Source: an optimization exercise on an open RTL-to-GDS flow (aim: small area, a short achievable clock period and few clock cycles). Production flows keep margins and buffers that such runs may drop. The RTL was checked by simulation tests, not by an equivalence proof against the original design. Power figures rest on the tool's default switching activity, not on a simulated workload.

`run.sh`:
```
#!/bin/bash
# synth_recipe.tcl (not shown) runs the flow's synth.tcl, then flattens the netlist and writes it again
# the make line also repeats each setting of config.mk as NAME=value (left out here)
make -C /OpenROAD-flow-scripts/flow DESIGN_CONFIG=/design/flow/config.mk WORK_HOME=/design/flow/orfs CLKGATE_MAP_FILE= SYNTH_SCRIPT=/design/flow/synth_recipe.tcl finish
```
`config.mk`:
```
export PLATFORM = sky130hd
export DESIGN_NAME = sfsr
export DESIGN_NICKNAME = sfsr
export VERILOG_FILES = /design/flow/design.v
export SDC_FILE = /design/flow/constraint.sdc
export NUM_CORES = 4
export LEC_CHECK = 0
export CAP_MARGIN = 20
export CELL_PAD_IN_SITES_DETAIL_PLACEMENT = 2
export CELL_PAD_IN_SITES_GLOBAL_PLACEMENT = 4
export CORE_MARGIN = 2
export CORE_UTILIZATION = 30
export GPL_ROUTABILITY_DRIVEN = 1
export SLEW_MARGIN = 20
```
`constraint.sdc`:
```
create_clock -name core_clock -period 8.0 [get_ports {clk}]
set_input_delay 1.6000 -clock core_clock [delete_from_list [all_inputs] [get_ports {clk}]]
set_output_delay 1.6000 -clock core_clock [all_outputs]
set_load 0.01 [all_outputs]
```
`design.v`:
```
module sfsr (
    input  wire        clk,
    input  wire        rst,           
    input  wire        bus_valid,
    input  wire        bus_write,
    input  wire [1:0]  bus_size,      
    input  wire [14:0] bus_addr,
    input  wire [31:0] bus_wdata,
    output wire        bus_ready,
    output reg         bus_err,
    output reg  [31:0] bus_rdata
);
    localparam ACC_CAP     = 16;
    localparam Q_DEPTH     = 4;
    localparam Q_FRAME_MAX = 12;
    localparam PBUF_SIZE   = 16;
    localparam RBUF_SIZE   = 16;
    localparam TX_SIZE     = 16;
    localparam RX_SIZE     = 16;
    localparam [7:0] READY_BYTE = 8'hA5;
    localparam [7:0] BUSY_BYTE  = 8'h5A;
    localparam [7:0] POLL_BYTE  = 8'hC3;
    localparam [7:0] REQ_HDR  = 8'hAA;
    localparam [7:0] REQ_TAIL = 8'h55;
    localparam [7:0] RSP_HDR  = 8'hAB;
    localparam [7:0] RSP_TAIL = 8'h54;
    localparam [2:0] RC_OK = 3'd0, RC_ARG = 3'd1, RC_FRAME = 3'd2,
                     RC_ALLOC = 3'd3, RC_RANGE = 3'd4, RC_PARITY = 3'd5;
    localparam [7:0] OP_FEED = 8'h10, OP_ACK = 8'h11,
                     OP_PUSH = 8'h20, OP_POP = 8'h21, OP_COUNT = 8'h22,
                     OP_CSTATUS = 8'h30, OP_PREPARE = 8'h31, OP_PREPARE_RSP = 8'h32,
                     OP_VALREQ = 8'h40, OP_VALRSP = 8'h41,
                     OP_PCALC_BYTE = 8'h50, OP_PCHK_BYTE = 8'h51, OP_PSET_BYTE = 8'h52,
                     OP_PCALC_BIT = 8'h54, OP_PCHK_BIT = 8'h55, OP_PSET_BIT = 8'h56,
                     OP_PCALC_NONE = 8'h58, OP_PCHK_NONE = 8'h59, OP_PSET_NONE = 8'h5A,
                     OP_GET16 = 8'h60, OP_GET32 = 8'h61, OP_PUT16 = 8'h62, OP_PUT32 = 8'h63;
    localparam [2:0] S_IDLE = 3'd0, S_RESP = 3'd1, S_FEED = 3'd2, S_PUSH = 3'd3,
                     S_POP = 3'd4, S_PREP = 3'd5, S_PAR = 3'd6;
    reg [8*ACC_CAP-1:0]           acc;
    reg [8*RX_SIZE-1:0]           rxbuf;
    reg [8*PBUF_SIZE-1:0]         pbuf;
    reg [8*RBUF_SIZE-1:0]         rbuf;
    reg [8*TX_SIZE-1:0]           txbuf;
    reg [8*Q_DEPTH*Q_FRAME_MAX-1:0] qdata;
    reg [5*Q_DEPTH-1:0]           qlen;       
    reg [1:0]                     q_head;
    reg [2:0]                     q_count;    
    reg        phase;                         
    reg [4:0]  acc_len;                       
    reg [5:0]  feed_pos, feed_end;            
    reg [7:0]  dsp_type;
    reg [4:0]  dsp_len;
    reg [15:1] hen;                           
    reg [5:0]  rx_off;
    reg [5:0]  pbuf_len;
    reg [5:0]  rsp_len;
    reg [5:0]  tx_len;
    reg [31:0] result;
    reg [2:0]  rc;
    reg        seqerr, illcmd;
    reg [31:0] data_reg;
    reg [2:0]  state;
    reg [7:0]  c_op;
    reg [7:0]  c_b;
    reg [15:0] c_n;
    reg [5:0]  idx;         
    reg [5:0]  cnt;         
    reg [1:0]  slot;        
    reg [7:0]  par_x;       
    reg [7:0]  fill_s;      
    reg        fill_rsp;    
    reg [8:0]  fill_res;    
    function [7:0] acc_byte(input [4:0] i);
        acc_byte = acc[i[3:0]*8 +: 8];
    endfunction
    function [7:0] rx_byte(input [5:0] i);
        rx_byte = rxbuf[i[3:0]*8 +: 8];
    endfunction
    function [7:0] pb_byte(input [15:0] i);
        pb_byte = pbuf[i[3:0]*8 +: 8];
    endfunction
    function [7:0] rb_byte(input [5:0] i);
        rb_byte = rbuf[i[3:0]*8 +: 8];
    endfunction
    function [7:0] tx_byte(input [5:0] i);
        tx_byte = txbuf[i[3:0]*8 +: 8];
    endfunction
    function [7:0] q_byte(input [1:0] s, input [5:0] i);
        q_byte = qdata[(s*Q_FRAME_MAX + i[3:0])*8 +: 8];
    endfunction
    function [4:0] q_len(input [1:0] s);
        q_len = qlen[s*5 +: 5];
    endfunction
    function routable(input [7:0] t);
        routable = (t >= 8'd1) && (t <= 8'd15) && hen[t[3:0]];
    endfunction
    function legal_op(input [7:0] op);
        case (op)
            OP_FEED, OP_ACK, OP_PUSH, OP_POP, OP_COUNT, OP_CSTATUS, OP_PREPARE,
            OP_PREPARE_RSP, OP_VALREQ, OP_VALRSP, OP_PCALC_BYTE, OP_PCHK_BYTE,
            OP_PSET_BYTE, OP_PCALC_BIT, OP_PCHK_BIT, OP_PSET_BIT, OP_PCALC_NONE,
            OP_PCHK_NONE, OP_PSET_NONE, OP_GET16, OP_GET32, OP_PUT16, OP_PUT32:
                legal_op = 1'b1;
            default: legal_op = 1'b0;
        endcase
    endfunction
    wire [11:0] woff   = bus_addr[11:0];
    wire        is_csr_region = (bus_addr[14:8] == 7'd0);
    wire [7:0]  csr_off = bus_addr[7:0];
    wire        csr_reserved = (csr_off == 8'h3C) || (csr_off >= 8'h74);
    reg admitted;
    always @(*) begin
        admitted = 1'b0;
        if (is_csr_region)
            admitted = (bus_size == 2'd2) && (csr_off[1:0] == 2'b00) && !csr_reserved;
        else if (bus_size == 2'd0) begin
            case (bus_addr[14:12])
                3'd1: admitted = (woff < PBUF_SIZE);
                3'd2: admitted = (woff < RBUF_SIZE);
                3'd3: admitted = (woff < TX_SIZE);
                3'd4: admitted = (woff < RX_SIZE);
                3'd5: admitted = (woff < ACC_CAP);
                3'd6: admitted = 1'b1;
                default: admitted = 1'b0;
            endcase
        end
    end
    reg [31:0] csr_rd;
    always @(*) begin
        case (csr_off)
            8'h00: csr_rd = 32'd0;
            8'h04: csr_rd = result;
            8'h08: csr_rd = {22'd0, illcmd, seqerr, 3'd0, phase, 1'b0, rc};
            8'h0C: csr_rd = {29'd0, q_count};
            8'h10: csr_rd = {27'd0, acc_len};
            8'h14: csr_rd = {26'd0, pbuf_len};
            8'h18: csr_rd = {26'd0, rsp_len};
            8'h1C: csr_rd = {26'd0, tx_len};
            8'h20: csr_rd = data_reg;
            8'h24: csr_rd = {26'd0, rx_off};
            8'h28: csr_rd = {26'd0, feed_pos};
            8'h2C: csr_rd = {26'd0, feed_end};
            8'h30: csr_rd = {24'd0, dsp_type};
            8'h34: csr_rd = {27'd0, dsp_len};
            8'h38: csr_rd = 32'd0;                        
            8'h40: csr_rd = {16'd0, hen, 1'b0};
            8'h60: csr_rd = {Q_DEPTH[15:0], ACC_CAP[15:0]};
            8'h64: csr_rd = {15'd0, 1'b0, Q_FRAME_MAX[15:0]};
            8'h68: csr_rd = {8'd0, POLL_BYTE, BUSY_BYTE, READY_BYTE};
            8'h6C: csr_rd = {RBUF_SIZE[15:0], PBUF_SIZE[15:0]};
            8'h70: csr_rd = {RX_SIZE[15:0], TX_SIZE[15:0]};
            default: csr_rd = 32'd0;                      
        endcase
    end
    reg [7:0] win_rd;
    always @(*) begin
        case (bus_addr[14:12])
            3'd1: win_rd = pbuf[woff[3:0]*8 +: 8];
            3'd2: win_rd = rbuf[woff[3:0]*8 +: 8];
            3'd3: win_rd = txbuf[woff[3:0]*8 +: 8];
            3'd4: win_rd = rxbuf[woff[3:0]*8 +: 8];
            3'd5: win_rd = acc[woff[3:0]*8 +: 8];
            3'd6: win_rd = (phase && (woff < {7'd0, dsp_len})) ? acc[woff[3:0]*8 +: 8] : 8'd0;
            default: win_rd = 8'd0;
        endcase
    end
    wire [7:0]  w_op = bus_wdata[31:24];
    wire [7:0]  w_b  = bus_wdata[23:16];
    wire [15:0] w_n  = bus_wdata[15:0];
    wire [16:0] feed_sum  = {11'd0, rx_off} + {1'b0, w_n};
    wire [16:0] n_plus1   = {1'b0, w_n} + 17'd1;
    wire [16:0] n_plus2   = {1'b0, w_n} + 17'd2;
    wire [16:0] n_plus4   = {1'b0, w_n} + 17'd4;
    wire        par_ok    = (w_b >= 8'd1) && (w_n > {8'd0, w_b}) && (n_plus1 < {11'd0, pbuf_len});
    wire [1:0]  push_slot = q_head + q_count[1:0];
    wire [4:0]  head_len  = q_len(q_head);
    wire        b_valid   = (w_b == READY_BYTE) || (w_b == BUSY_BYTE);
    wire        prep_rp   = (w_op == OP_PREPARE_RSP) && (rsp_len != 6'd0);
    wire        prep_unrec = (w_n == 16'd0) || (w_n > TX_SIZE) || !b_valid ||
                             (prep_rp && ({10'd0, rsp_len} > w_n));
    wire [5:0]  prep_n    = (w_n > TX_SIZE) ? TX_SIZE[5:0] : w_n[5:0];
    wire [8:0]  prep_res  = prep_unrec ? 9'h003 :
                            prep_rp    ? 9'h102 :
                            (w_b == READY_BYTE) ? 9'h000 : 9'h001;
    wire [7:0] feed_b     = rx_byte(feed_pos);
    wire       feed_more  = (feed_pos != feed_end);
    wire       fb_resync  = (acc_len == 5'd0) && (feed_b != REQ_HDR);
    wire       fb_tail    = (acc_len >= 5'd3) && (feed_b == REQ_TAIL);
    wire [7:0] fb_type    = acc_byte(5'd1);
    wire       fb_disp    = fb_tail && routable(fb_type);
    wire       fb_full    = (acc_len == ACC_CAP - 1);
    assign bus_ready = (state == S_RESP);
    integer i;
    always @(posedge clk) begin
        if (rst) begin
            acc       <= 0;
            rxbuf     <= 0;
            pbuf      <= 0;
            rbuf      <= 0;
            txbuf     <= 0;
            qdata     <= 0;
            qlen      <= 0;
            q_head    <= 0;
            q_count   <= 0;
            phase     <= 0;
            acc_len   <= 0;
            feed_pos  <= 0;
            feed_end  <= 0;
            dsp_type  <= 0;
            dsp_len   <= 0;
            hen       <= 0;
            rx_off    <= 0;
            pbuf_len  <= 0;
            rsp_len   <= 0;
            tx_len    <= 0;
            result    <= 0;
            rc        <= 0;
            seqerr    <= 0;
            illcmd    <= 0;
            data_reg  <= 0;
            state     <= S_IDLE;
            c_op      <= 0;
            c_b       <= 0;
            c_n       <= 0;
            idx       <= 0;
            cnt       <= 0;
            slot      <= 0;
            par_x     <= 0;
            fill_s    <= 0;
            fill_rsp  <= 0;
            fill_res  <= 0;
            bus_err   <= 0;
            bus_rdata <= 0;
        end else begin
            case (state)
            S_IDLE: if (bus_valid) begin
                bus_err   <= !admitted;
                bus_rdata <= 32'd0;
                state     <= S_RESP;
                if (admitted && !bus_write) begin
                    bus_rdata <= (bus_size == 2'd2) ? csr_rd : {24'd0, win_rd};
                end else if (admitted && bus_write && bus_size == 2'd0) begin
                    case (bus_addr[14:12])
                        3'd1: pbuf [woff[3:0]*8 +: 8] <= bus_wdata[7:0];
                        3'd2: rbuf [woff[3:0]*8 +: 8] <= bus_wdata[7:0];
                        3'd4: rxbuf[woff[3:0]*8 +: 8] <= bus_wdata[7:0];
                        default: ;
                    endcase
                end else if (admitted && bus_write) begin
                    case (csr_off)
                        8'h08: begin
                            if (bus_wdata[8]) seqerr <= 1'b0;
                            if (bus_wdata[9]) illcmd <= 1'b0;
                        end
                        8'h14: pbuf_len <= (bus_wdata[15:0] > PBUF_SIZE) ? PBUF_SIZE[5:0] : bus_wdata[5:0];
                        8'h18: rsp_len  <= (bus_wdata[15:0] > RBUF_SIZE) ? RBUF_SIZE[5:0] : bus_wdata[5:0];
                        8'h20: data_reg <= bus_wdata;
                        8'h24: rx_off   <= (bus_wdata[15:0] > RX_SIZE) ? RX_SIZE[5:0] : bus_wdata[5:0];
                        8'h40: hen      <= bus_wdata[15:1];
                        8'h00: begin
                            c_op <= w_op;
                            c_b  <= w_b;
                            c_n  <= w_n;
                            if (!legal_op(w_op)) begin
                                illcmd <= 1'b1;
                            end else if ((phase && (w_op == OP_FEED || w_op == OP_POP ||
                                                    w_op == OP_PREPARE || w_op == OP_PREPARE_RSP)) ||
                                         (!phase && w_op == OP_ACK)) begin
                                seqerr <= 1'b1;
                            end else begin
                                rc     <= RC_OK;
                                result <= 32'd0;
                                case (w_op)
                                OP_FEED: begin
                                    if (feed_sum > RX_SIZE) begin
                                        rc <= RC_ARG;
                                    end else begin
                                        feed_pos <= rx_off;
                                        feed_end <= feed_sum[5:0];
                                        state    <= S_FEED;
                                    end
                                end
                                OP_ACK: begin
                                    phase   <= 1'b0;
                                    acc_len <= 5'd0;
                                    state   <= S_FEED;
                                end
                                OP_PUSH: begin
                                    if (pbuf_len == 6'd0)
                                        rc <= RC_ARG;
                                    else if (q_count == Q_DEPTH || pbuf_len > Q_FRAME_MAX)
                                        rc <= RC_ALLOC;
                                    else begin
                                        slot  <= push_slot;
                                        idx   <= 6'd0;
                                        cnt   <= pbuf_len - 6'd1;
                                        state <= S_PUSH;
                                    end
                                end
                                OP_POP: begin
                                    if (w_n > RBUF_SIZE)
                                        rc <= RC_ARG;
                                    else if (q_count == 3'd0)
                                        rsp_len <= 6'd0;
                                    else if ({11'd0, head_len} > w_n) begin
                                        rsp_len <= 6'd0;
                                        rc      <= RC_RANGE;
                                    end else begin
                                        slot  <= q_head;
                                        idx   <= 6'd0;
                                        cnt   <= {1'b0, head_len} - 6'd1;
                                        state <= S_POP;
                                    end
                                end
                                OP_COUNT:   result <= {29'd0, q_count};
                                OP_CSTATUS: result <= ({13'd0, q_count} >= w_n) ? {24'd0, BUSY_BYTE}
                                                                              : {24'd0, READY_BYTE};
                                OP_PREPARE, OP_PREPARE_RSP: begin
                                    fill_s   <= w_b;
                                    fill_rsp <= prep_rp && !prep_unrec;
                                    fill_res <= prep_res;
                                    if (prep_n == 6'd0) begin
                                        tx_len <= 6'd0;
                                        result <= {23'd0, prep_res};
                                    end else begin
                                        idx   <= 6'd0;
                                        cnt   <= prep_n - 6'd1;
                                        state <= S_PREP;
                                    end
                                end
                                OP_VALREQ, OP_VALRSP: begin
                                    if (w_n < 16'd4 || {10'd0, pbuf_len} < w_n)
                                        rc <= RC_ARG;
                                    else if (pb_byte(16'd0) != ((w_op == OP_VALREQ) ? REQ_HDR : RSP_HDR) ||
                                             pb_byte(16'd1) != w_b ||
                                             pb_byte(w_n - 16'd1) != ((w_op == OP_VALREQ) ? REQ_TAIL : RSP_TAIL))
                                        rc <= RC_FRAME;
                                end
                                OP_PCALC_BYTE, OP_PCHK_BYTE, OP_PSET_BYTE,
                                OP_PCALC_BIT, OP_PCHK_BIT, OP_PSET_BIT: begin
                                    if (!par_ok)
                                        rc <= RC_ARG;
                                    else begin
                                        idx   <= 6'd1;
                                        cnt   <= w_b[5:0];
                                        par_x <= 8'd0;
                                        state <= S_PAR;
                                    end
                                end
                                OP_PCALC_NONE, OP_PCHK_NONE, OP_PSET_NONE: ;
                                OP_GET16: begin
                                    if (n_plus2 > {11'd0, pbuf_len}) rc <= RC_ARG;
                                    else result <= {16'd0, pb_byte(w_n), pb_byte(w_n + 16'd1)};
                                end
                                OP_GET32: begin
                                    if (n_plus4 > {11'd0, pbuf_len}) rc <= RC_ARG;
                                    else result <= {pb_byte(w_n), pb_byte(w_n + 16'd1),
                                                    pb_byte(w_n + 16'd2), pb_byte(w_n + 16'd3)};
                                end
                                OP_PUT16: begin
                                    if (n_plus2 > {11'd0, pbuf_len}) rc <= RC_ARG;
                                    else begin
                                        pbuf[w_n[3:0]*8 +: 8]            <= data_reg[15:8];
                                        pbuf[(w_n[3:0] + 4'd1)*8 +: 8]   <= data_reg[7:0];
                                    end
                                end
                                OP_PUT32: begin
                                    if (n_plus4 > {11'd0, pbuf_len}) rc <= RC_ARG;
                                    else begin
                                        pbuf[w_n[3:0]*8 +: 8]            <= data_reg[31:24];
                                        pbuf[(w_n[3:0] + 4'd1)*8 +: 8]   <= data_reg[23:16];
                                        pbuf[(w_n[3:0] + 4'd2)*8 +: 8]   <= data_reg[15:8];
                                        pbuf[(w_n[3:0] + 4'd3)*8 +: 8]   <= data_reg[7:0];
                                    end
                                end
                                default: ;
                                endcase
                            end
                        end
                        default: ;
                    endcase
                end
            end
            S_RESP: state <= S_IDLE;
            S_FEED: begin
                if (!feed_more) begin
                    rc     <= RC_OK;
                    result <= 32'd0;
                    state  <= S_RESP;
                end else begin
                    feed_pos <= feed_pos + 6'd1;
                    acc[acc_len[3:0]*8 +: 8] <= feed_b;
                    if (fb_resync)
                        acc_len <= 5'd0;
                    else if (fb_tail) begin
                        if (fb_disp) begin
                            dsp_type <= fb_type;
                            dsp_len  <= acc_len + 5'd1;
                            phase    <= 1'b1;
                            acc_len  <= acc_len + 5'd1;
                            rc       <= RC_OK;
                            result   <= 32'd1;
                            state    <= S_RESP;
                        end else
                            acc_len <= 5'd0;
                    end else if (fb_full)
                        acc_len <= 5'd0;
                    else
                        acc_len <= acc_len + 5'd1;
                end
            end
            S_PUSH: begin
                qdata[(slot*Q_FRAME_MAX + idx[3:0])*8 +: 8] <= pb_byte({10'd0, idx});
                idx <= idx + 6'd1;
                if (idx == cnt) begin
                    qlen[slot*5 +: 5] <= pbuf_len[4:0];
                    q_count <= q_count + 3'd1;
                    result  <= {29'd0, q_count + 3'd1};
                    state   <= S_RESP;
                end
            end
            S_POP: begin
                rbuf[idx[3:0]*8 +: 8] <= q_byte(slot, idx);
                idx <= idx + 6'd1;
                if (idx == cnt) begin
                    rsp_len <= cnt + 6'd1;
                    q_head  <= q_head + 2'd1;
                    q_count <= q_count - 3'd1;
                    result  <= {26'd0, cnt + 6'd1};
                    state   <= S_RESP;
                end
            end
            S_PREP: begin
                txbuf[idx[3:0]*8 +: 8] <= (fill_rsp && (idx < rsp_len)) ? rb_byte(idx) : fill_s;
                idx <= idx + 6'd1;
                if (idx == cnt) begin
                    tx_len <= cnt + 6'd1;
                    result <= {23'd0, fill_res};
                    state  <= S_RESP;
                end
            end
            S_PAR: begin
                par_x <= par_x ^ pb_byte({10'd0, idx});
                idx   <= idx + 6'd1;
                if (idx == cnt) begin : par_done
                    reg [7:0] x;
                    reg       p;
                    reg [7:0] pb;
                    x  = par_x ^ pb_byte({10'd0, idx});
                    p  = ^x;
                    pb = pb_byte(c_n);
                    state <= S_RESP;
                    case (c_op)
                        OP_PCALC_BYTE: result <= {24'd0, x};
                        OP_PCHK_BYTE:
                            if (pb == x) result <= {24'd0, x};
                            else rc <= RC_PARITY;
                        OP_PSET_BYTE: begin
                            pbuf[c_n[3:0]*8 +: 8] <= x;
                            result <= {24'd0, x};
                        end
                        OP_PCALC_BIT: result <= {31'd0, p};
                        OP_PCHK_BIT:
                            if (pb[0] == p) result <= {31'd0, p};
                            else rc <= RC_PARITY;
                        default: begin    
                            pbuf[c_n[3:0]*8 +: 8] <= {pb[7:1], p};
                            result <= {31'd0, p};
                        end
                    endcase
                end
            end
            default: state <= S_IDLE;
            endcase
        end
    end
endmodule
```
==> impl_metrics.json <==
{
  "status": "finished clean",
  "syn_area_um2": 83800,
  "ys_types": 100,
  "cts_resized": 0,
  "fin_skew_ps": 89.3,
  "grt_pass1_wl_um": 815000,
  "start_util_pct": 30.1,
  "relSlewSlack_pct": 11.4,
  "portBuffers": 86,
  "grt_max_degree": 187,
  "powerDensity_nw_per_um2": 165,
  "rsz0062_at_grt": "no",
  "cts_root_buf": "clkbuf_16",
  "core-area_um2": 279000,
  "antenna_found_initial": 68,
  "hold_buffers": 0,
  "yosysWarnings": 1,
  "gp_congestion": 1.02,
  "period_minus_slack_ps": 6980,
  "synthFlopType": "dfxtp_1",
  "setup_viol": 0,
  "synth_edf_count": 0,
  "layout_commonest_cell": "nor2_1",
  "clk_latency_ps": 910,
  "ant_nets": 0,
  "grt_overflow": 0,
  "grt_pass1_vias": 90835,
  "die-area_um2": 284000,
  "hp-class": "flip-flop to flip-flop",
  "fp.dieH_um": 533,
  "path_cells": "inv_1, ha_1, inv_1, fa_2, nor2b_1, nand3_1, xor2_1, and4_1, nand2_1, nor2_1, buf_4, mux2i_1, nor2_1",
  "peakVddDrop_mv": 0.154,
  "clk_path_buf_depth": 4,
  "cts_buffers": 170,
  "ys_async_sr_fraction_pct": 0,
  "nets": 9789,
  "final_cell_mix": "nor2_1 (1442), dfxtp_1 (1260), nand2_1 (886)",
  "cp_slowest_stage_delay_ps": 1020,
  "critPathMaxFanout": 8,
  "drt-total-wl_um": 604000,
  "dp_hpwl_um": 436000,
  "hold_viol_final": 0,
  "fin_setup_tns_ps": 0,
  "fillers": 30993,
  "cap_violations": 0,
  "post-place-ws_ps": 828,
  "synth_fp_nets": 10033,
  "drt_iter0_markers": 12238,
  "chipWidth_um": 533,
  "drcViolationCount": 0,
  "ios": 87,
  "final.setup.worst_slack_ps": 1020,
  "htreeDepth": 4,
  "dr.pass1.iters": 9,
  "leakage_uw": 0.0318,
  "cts_sinks": 1269,
  "largest_reg_flops": 384,
  "drive_gt1_share_pct": 16.5,
  "min_period_over_period_pct": 87.3,
  "critPathRequiredTime_ps": 8710,
  "slew_violations": 0,
  "startpoint_type": "flip-flop",
  "postCtsSetupRepairBufs": 0,
  "clock.fmax_ghz": 0.143,
  "wl_per_cell_um": 44.7,
  "endpoint_kind": "flip-flop",
  "avgViaCountPerCell": 6.83,
  "area_delta_synth_final_pct": 14.5,
  "top_register": "qdata",
  "synth_cells": 9863,
  "track_usage_pct": 41.0,
  "crit_type": "flip-flop to flip-flop",
  "cts_tree": "done",
  "critPathSlowestCell": "dfxtp_1",
  "ys_seq_area_share_pct": 30.3,
  "ys_ff_latch": 1269,
  "worstMarginPinSlew_ps": 1320,
  "cts.reportedPaths.clkPinSlew_ps": 60,
  "worstPathArrival_ps": 7690,
  "avgSynthCellArea_um2": 8.50,
  "vias": 92193,
  "row_count": 194
}
[synthesized netlist by cell type (70+ instances only)]
master | instances | area, µm²
nor2_1 | 1464 | 5500
dfxtp_1 | 1269 | 25400
clkbuf_1 | 911 | 3420
nand2_1 | 897 | 3370
a21oi_1 | 636 | 3180
mux2i_1 | 629 | 6300
mux4_2 | 483 | 10900
a22oi_1 | 479 | 3600
o21ai_0 | 311 | 1560
o22ai_1 | 310 | 1940
a221oi_1 | 233 | 2040
a211oi_1 | 205 | 1540
nand3_1 | 193 | 966
nor3_1 | 135 | 676
o221ai_1 | 129 | 1130
ha_1 | 115 | 1440
buf_1 | 98 | 368
inv_1 | 87 | 327
a31oi_1 | 86 | 538
mux2_2 | 79 | 890
xnor2_1 | 70 | 613
[critical path, delay by kind of cell, from the launching register on]
family                   cells  cell delay (ps)
flip-flops                   1             1020
multiplexers                 1              250
XOR/XNOR                     1              400
AND/OR/NAND/NOR              6             2050
buffers and inverters        3             1160
adder cells (fa/ha/maj)      2             1920
[power by group]
group	internal [µW]	total (µW)	switching [µW]
sequential	6320	6330	7.23
combinational	338	1540	1200
clock	4580	7970	3380
total	11200	15800	4590
[cells by family after synthesis]
family / count (synthesis) / share of synthesized area, %
mux: 1191 / 21.5
fa+ha+maj: 117 / 1.76
flops: 1269 / 30.3
xor+xnor: 109 / 1.19
buf+inv: 1160 / 5.35
compound gates: 2876 / 23.6
simple gates: 3141 / 16.3
[cell type report]
cell class	instances	area, µm²	area share, %
Antenna cell	35	87.6	0.0912
Clock buffer	249	4980	5.19
Clock inverter	50	594	0.619
Inverter	99	372	0.387
Multi-Input combinational cell	7434	54600	56.9
Sequential cell	1269	25400	26.5
Tap cell	3724	4660	4.85
Timing Repair Buffer	645	5250	5.47
[worst paths after layout]
| kind | slack (ps) | startpoint | cells after the start | end |
|---|---|---|---|---|
| worst min register to register | 460 | qlen[2]$_SDFFE_PP0P_ | 2 | qlen[2]$_SDFFE_PP0P_ |
| worst min-delay path | 460 | qlen[2]$_SDFFE_PP0P_ | 2 | qlen[2]$_SDFFE_PP0P_ |
| worst max register to register | 1020 | slot[0]$_SDFFE_PP0P_ | 13 | qdata[164]$_SDFFE_PP0P_ |
| worst max-delay path | 1020 | slot[0]$_SDFFE_PP0P_ | 13 | qdata[164]$_SDFFE_PP0P_ |
[per-layer routing]
| layer | global-route usage, % | part of all wire (%) | wire length, µm | vias to the layer above |
|---|---|---|---|---|
| li1 | - | - | - | 36745 |
| met1 | 55.1 | 42 | 256000 | 48784 |
| met2 | 58.5 | 41 | 248000 | 5364 |
| met3 | 12.0 | 10 | 60700 | 1270 |
| met4 | 22.5 | 6.5 | 39100 | 30 |
| met5 | 0.489 | 0.062 | 376 | - |
[through the flow]
step / total power (µW) / cell area (µm²) / util [%] / hold WS (ps) / instances
floorplan: 7190 / 83800 / - / 427 / 9863
global placement: 7920 / 90200 / 32.4 / 436 / 13163
detailed placement: 7940 / 90300 / 32.4 / 450 / 13168
CTS: 15900 / 95800 / 34.4 / 456 / 13467
global route: 16200 / 95900 / 34.4 / 484 / 13476
finish: 15800 / 96000 / 34.5 / 457 / 13505
Testbench counts, summed over its fixed seeds: cycles 50,576.

[separate check: timing with driven ports]
The flow's constraints put no driver on any port. The routed layout listed below was extracted and timed again, unchanged, in two steps.
Step 1 (the two cells are an assumption about what drives the block):
set clk [get_ports {clk}]
set_driving_cell -lib_cell sky130_fd_sc_hd__clkbuf_16 $clk
set_driving_cell -lib_cell sky130_fd_sc_hd__buf_2 [delete_from_list [all_inputs] $clk]
Step 2 times the ports against the registers' clock, not the clock port: input delays grow and output delays shrink by t, the midpoint of the rising clock arrivals with the driver on.
Three values: ideal, step 1, step 2; two values: the first two.
shift t [ns]: 0.963
setup WS [ns]: 1.018 / 1.018 / 0.479
worst register clock-pin slew, ns: 0.07 / 0.07
cell pins on the clock port's net: 1
After both steps this run still meets setup and hold. For this run, drivers alone change the setup slack by 0.000 ns; drivers and shift together by -0.539 ns.
